What follows belongs to an exercise in optimizing a design on an open flow for small area; a production flow would make more cautious choices. Only simulation tests tie the RTL to the original design; equivalence was not proved. Power figures rest on the tool's default switching activity, not on a simulated workload.

## fjord
==> flow/design.v <==
module dxl_decoder #(
    parameter TW = 32                      
) (
    input  wire          clk,
    input  wire          rst,              
    input  wire          in_valid,
    input  wire [7:0]    in_byte,
    input  wire [TW-1:0] in_t_start,
    input  wire [TW-1:0] in_t_end,
    output wire          out_valid,
    output wire [3:0]    out_kind,
    output wire [3:0]    out_cmd,
    output wire [TW-1:0] out_t_start,
    output wire [TW-1:0] out_t_end,
    output wire [1:0]    out_ptag,
    output wire [15:0]   out_int,
    output wire [7:0]    out_b0,
    output wire [7:0]    out_b1
);
    localparam [2:0] S_HEADER   = 3'd0,
                     S_ADDRESS  = 3'd1,
                     S_LENGTH   = 3'd2,
                     S_COMMAND  = 3'd3,
                     S_RAMADDR  = 3'd4,
                     S_ERRCODE  = 3'd5,
                     S_VALUE    = 3'd6,
                     S_CHECKSUM = 3'd7;
    reg [2:0]    state;
    reg [1:0]    cnt;
    reg [15:0]   rem;         
    reg [7:0]    b0;          
    reg [TW-1:0] t0;          
    wire step  = in_valid & ~rst;
    wire st_hd = (state == S_HEADER);
    wire st_ad = (state == S_ADDRESS);
    wire st_ln = (state == S_LENGTH);
    wire st_cm = (state == S_COMMAND);
    wire st_ck = (state == S_CHECKSUM);
    wire hi_z    = ~|rem[15:2];
    wire rem_z   = hi_z & ~rem[1] & ~rem[0];
    wire rem_3   = hi_z & rem[1] & rem[0];
    wire rem_ge4 = ~hi_z;
    wire second  = cnt[0];
    wire armed   = cnt[1] & ~st_hd;
    wire guard = armed & (st_ad | (rem_z & ~second));
    reg [7:0] hdr_b;
    always @* begin
        case (cnt)
            2'd0, 2'd1: hdr_b = 8'hFF;
            2'd2:       hdr_b = 8'hFD;
            default:    hdr_b = 8'h00;
        endcase
    end
    wire hmatch = (in_byte == hdr_b);
    wire hdone  = hmatch & (cnt == 2'd3);
    reg [3:0] cmd_dec;
    always @* begin
        case (in_byte)
            8'h01: cmd_dec = 4'd1;
            8'h02: cmd_dec = 4'd2;
            8'h03: cmd_dec = 4'd3;
            8'h04: cmd_dec = 4'd4;
            8'h05: cmd_dec = 4'd5;
            8'h06: cmd_dec = 4'd6;
            8'h08: cmd_dec = 4'd7;
            8'h10: cmd_dec = 4'd8;
            8'h55: cmd_dec = 4'd9;
            8'h82: cmd_dec = 4'd10;
            8'h83: cmd_dec = 4'd11;
            8'h92: cmd_dec = 4'd12;
            8'h93: cmd_dec = 4'd13;
            default: cmd_dec = 4'd0;
        endcase
    end
    reg [2:0] cmd_next;
    always @* begin
        case (cmd_dec)
            4'd1, 4'd6, 4'd7, 4'd8: cmd_next = S_CHECKSUM;
            4'd9:                   cmd_next = S_ERRCODE;
            4'd0:                   cmd_next = S_VALUE;
            default:                cmd_next = S_RAMADDR;
        endcase
    end
    wire va_done = second | ~rem_ge4;
    reg emit;
    always @* begin
        case (state)
            S_HEADER:  emit = hdone;
            S_LENGTH,
            S_RAMADDR,
            S_CHECKSUM: emit = second;
            S_VALUE:   emit = va_done;
            default:   emit = 1'b1;
        endcase
    end
    reg [2:0] state_n;
    reg [1:0] cnt_n;
    always @* begin
        state_n = state;
        cnt_n   = cnt;
        if (guard) begin
            state_n = S_HEADER;
            cnt_n   = 2'd0;
        end else begin
            case (state)
                S_HEADER: begin
                    if (hmatch) begin
                        cnt_n = cnt + 2'd1;
                        if (hdone) state_n = S_ADDRESS;
                    end else if (cnt != 2'd0) begin
                        state_n = S_ADDRESS;
                        cnt_n   = 2'b10;
                    end
                end
                S_ADDRESS: state_n = S_LENGTH;
                S_LENGTH: begin
                    cnt_n = {1'b0, ~second};
                    if (second) state_n = S_COMMAND;
                end
                S_COMMAND: begin
                    state_n = cmd_next;
                    cnt_n   = {~rem_z, 1'b0};
                end
                S_RAMADDR: begin
                    cnt_n[0] = ~second;
                    if (second) state_n = S_VALUE;
                end
                S_ERRCODE: state_n = rem_3 ? S_CHECKSUM : S_VALUE;
                S_VALUE: begin
                    cnt_n[0] = ~va_done;
                    if (va_done & rem_3) state_n = S_CHECKSUM;
                end
                default: begin  
                    cnt_n[0] = ~second;
                    if (second) begin
                        state_n = S_HEADER;
                        cnt_n   = 2'd0;
                    end
                end
            endcase
        end
    end
    wire        rem_ld = st_ln;            
    wire        rem_dc = in_valid & ~rem_z;
    reg  [15:0] rem_n;
    reg         bz;                        
    integer     i;
    always @* begin
        bz = 1'b1;
        for (i = 0; i < 16; i = i + 1) begin
            rem_n[i] = rem[i] ^ (rem_dc & bz);
            bz = bz & ~rem[i];
        end
        if (rem_ld) rem_n = {in_byte, b0};
    end
    always @(posedge clk) begin
        if (rst) begin
            state <= S_HEADER;
            cnt   <= 2'd0;
        end else if (in_valid) begin
            state <= state_n;
            cnt   <= cnt_n;
        end
    end
    wire          hold   = second | (st_hd & cnt[1]);
    wire [7:0]    b0_n   = hold ? b0 : in_byte;
    wire [TW-1:0] t0_n   = hold ? t0 : in_t_start;
    always @(posedge clk) begin
        b0  <= b0_n;
        t0  <= t0_n;
        rem <= rem_n;
    end
    wire pint = ~guard & ~st_hd & ~st_ck;      
    wire pbyt = ~guard & st_ck;                
    assign out_valid   = step & (guard | emit);
    assign out_kind    = guard ? 4'd8 : {1'b0, state};
    assign out_cmd     = (~guard & st_cm) ? cmd_dec : 4'd0;
    assign out_t_start = t0_n;
    assign out_t_end   = in_t_end;
    assign out_ptag    = {pbyt, pint};
    assign out_int     = {(pint & second) ? in_byte : 8'd0,
                          pint ? b0_n : 8'd0};
    assign out_b0      = pbyt ? in_byte : 8'd0;
    assign out_b1      = pbyt ? b0_n : 8'd0;
endmodule
export LEC_CHECK = 0
export ABC_AREA = 1
export CAP_MARGIN = 20
export CORE_MARGIN = 2
export CORE_UTILIZATION = 40
export GPL_TIMING_DRIVEN = 0
export SLEW_MARGIN = 20
create_clock -name core_clock -period 12.0 [get_ports {clk}]
standard.sh (not shown) runs the stock make flow with config.mk's settings and CLKGATE_MAP_FILE= SYNTH_SCRIPT=/design/flow/synth_recipe.tcl, a recipe that flattens the netlist after the stock synthesis.
==> flow/flow/run.sh <==
#!/bin/bash
# Standard ORFS layout with these changes:
#  - synthesis maps the logic with an area-oriented ABC script (flow/abc_area.script,
#    selected by ABC_AREA=1) instead of ORFS's, and without extracting half/full
#    adders first; registers are mapped as usual;
#  - port buffers use the smallest buffer cell (buf_1);
#  - a small clock tree (clkbuf_4, no dummy loads), and power recovery after
#    global routing, which downsizes cells with timing slack.
set -euo pipefail
here=$(pwd)
rm -rf scripts_local
cp -r "$FLOW_HOME/scripts" scripts_local
cp flow/abc_area.script scripts_local/abc_area.script
export SCRIPTS_DIR=$here/scripts_local
export ADDER_MAP_FILE=
export BUFFER_PORTS_ARGS="-buffer_cell sky130_fd_sc_hd__buf_1"
export CTS_ARGS="-sink_clustering_enable -repair_clock_nets -dont_use_dummy_load -buf_list sky130_fd_sc_hd__clkbuf_4"
export RECOVER_POWER=100
bash standard.sh > standard_flow.log 2>&1
==> flow/flow/abc_area.script <==
strash
balance -l
resub -K 6 -l
rewrite -l
resub -K 6 -N 2 -l
refactor -l
resub -K 8 -l
balance -l
resub -K 8 -N 2 -l
rewrite -l
resub -K 10 -l
rewrite -z -l
resub -K 10 -N 2 -l
balance -l
resub -K 12 -l
refactor -z -l
resub -K 12 -N 2 -l
rewrite -z -l
balance -l
dch -f
amap
mfs2
strash
balance -l
resub -K 6 -l
rewrite -l
resub -K 6 -N 2 -l
refactor -l
resub -K 8 -l
balance -l
resub -K 8 -N 2 -l
rewrite -l
resub -K 10 -l
rewrite -z -l
resub -K 10 -N 2 -l
balance -l
resub -K 12 -l
refactor -z -l
resub -K 12 -N 2 -l
rewrite -z -l
balance -l
dch -f
amap
mfs2
strash
balance -l
resub -K 6 -l
rewrite -l
resub -K 6 -N 2 -l
refactor -l
resub -K 8 -l
balance -l
resub -K 8 -N 2 -l
rewrite -l
resub -K 10 -l
rewrite -z -l
resub -K 10 -N 2 -l
balance -l
resub -K 12 -l
refactor -z -l
resub -K 12 -N 2 -l
rewrite -z -l
balance -l
dch -f
amap
mfs2
strash
balance -l
resub -K 6 -l
rewrite -l
resub -K 6 -N 2 -l
refactor -l
resub -K 8 -l
balance -l
resub -K 8 -N 2 -l
rewrite -l
resub -K 10 -l
rewrite -z -l
resub -K 10 -N 2 -l
balance -l
resub -K 12 -l
refactor -z -l
resub -K 12 -N 2 -l
rewrite -z -l
balance -l
dch -f
amap
In fjord the implementation completed, yet the final layout does not meet the checks, the culprit being capacitance limit, slew limit.
diff inputs: fjord => indigo
Settings: SLEW_MARGIN changed from 20 to 0; GPL_TIMING_DRIVEN removed (was 0); CAP_MARGIN changed from 20 to 0.
Notes after the runs:
- Summary of fjord and indigo: one run falls short of a clean finish, namely fjord.
- Part of the power in the clock network: fjord vs indigo, no meaningful difference
- Of fjord and indigo, the run reporting the higher global routing usage on met1 was fjord.
- Going from fjord to indigo, arrival time of data at the critical path endpoint fell 1.84 ns; total of endpoints with negative setup slack in the final report now sits at about the same level.
- Final non-filler cell area delta (indigo − fjord): favourable
- The top achievable clock speed of indigo is higher than that of fjord.
- Going from fjord to indigo, area growth from synthesis to layout went down 13 points; sequential power held.
Edits applied to the flow inputs when going from indigo to juniper:
Settings: swapping 0 for 20 in SLEW_MARGIN; swapping 0 for 20 in CAP_MARGIN.
## What came out
Side by side, tightest slew margin relative to the limit turned out higher in juniper than in indigo. Compared juniper against indigo; count of non-filler cells in the finished layout within noise. Diff juniper..indigo | worst-case hold slack | negligible. juniper: done, clean on timing, DRC and antenna. Final critical path time including I/O delays and setup ended up 0.0030 ns lower on juniper than on indigo. Going from indigo to juniper, the power share of the combinational group was found to have gone up by 0.7 points. The part of the cycle the worst path needs of juniper and that of indigo are within noise of each other.

==> afterwards: timing with drivers on the ports <==
The results above use ideal ports. As a check the final layouts listed here were re-extracted and re-timed, cells and wires unchanged. Step 1, drivers: a clkbuf_16 drives clk and a buf_2 each remaining input, both assumed. Step 2 also shifts input and output timing later by t, the mid clock arrival at the registers, as if the neighbouring blocks saw the same clock. Three values: ideal, step 1, step 2; two values: the first two.
| run | t, ns | slack for setup (ns) | worst slew at a driven data input, ns | cell pins on the clock port's net |
|---|---|---|---|---|
| fjord | 0.401 | 3.167 / 3.142 / 3.543 | 0.04 | 1 |
| indigo | 0.406 | 5.010 / 4.985 / 4.985 | 0.07 | 1 |
| juniper | 0.406 | 5.013 / 4.988 / 4.988 | 0.07 | 1 |
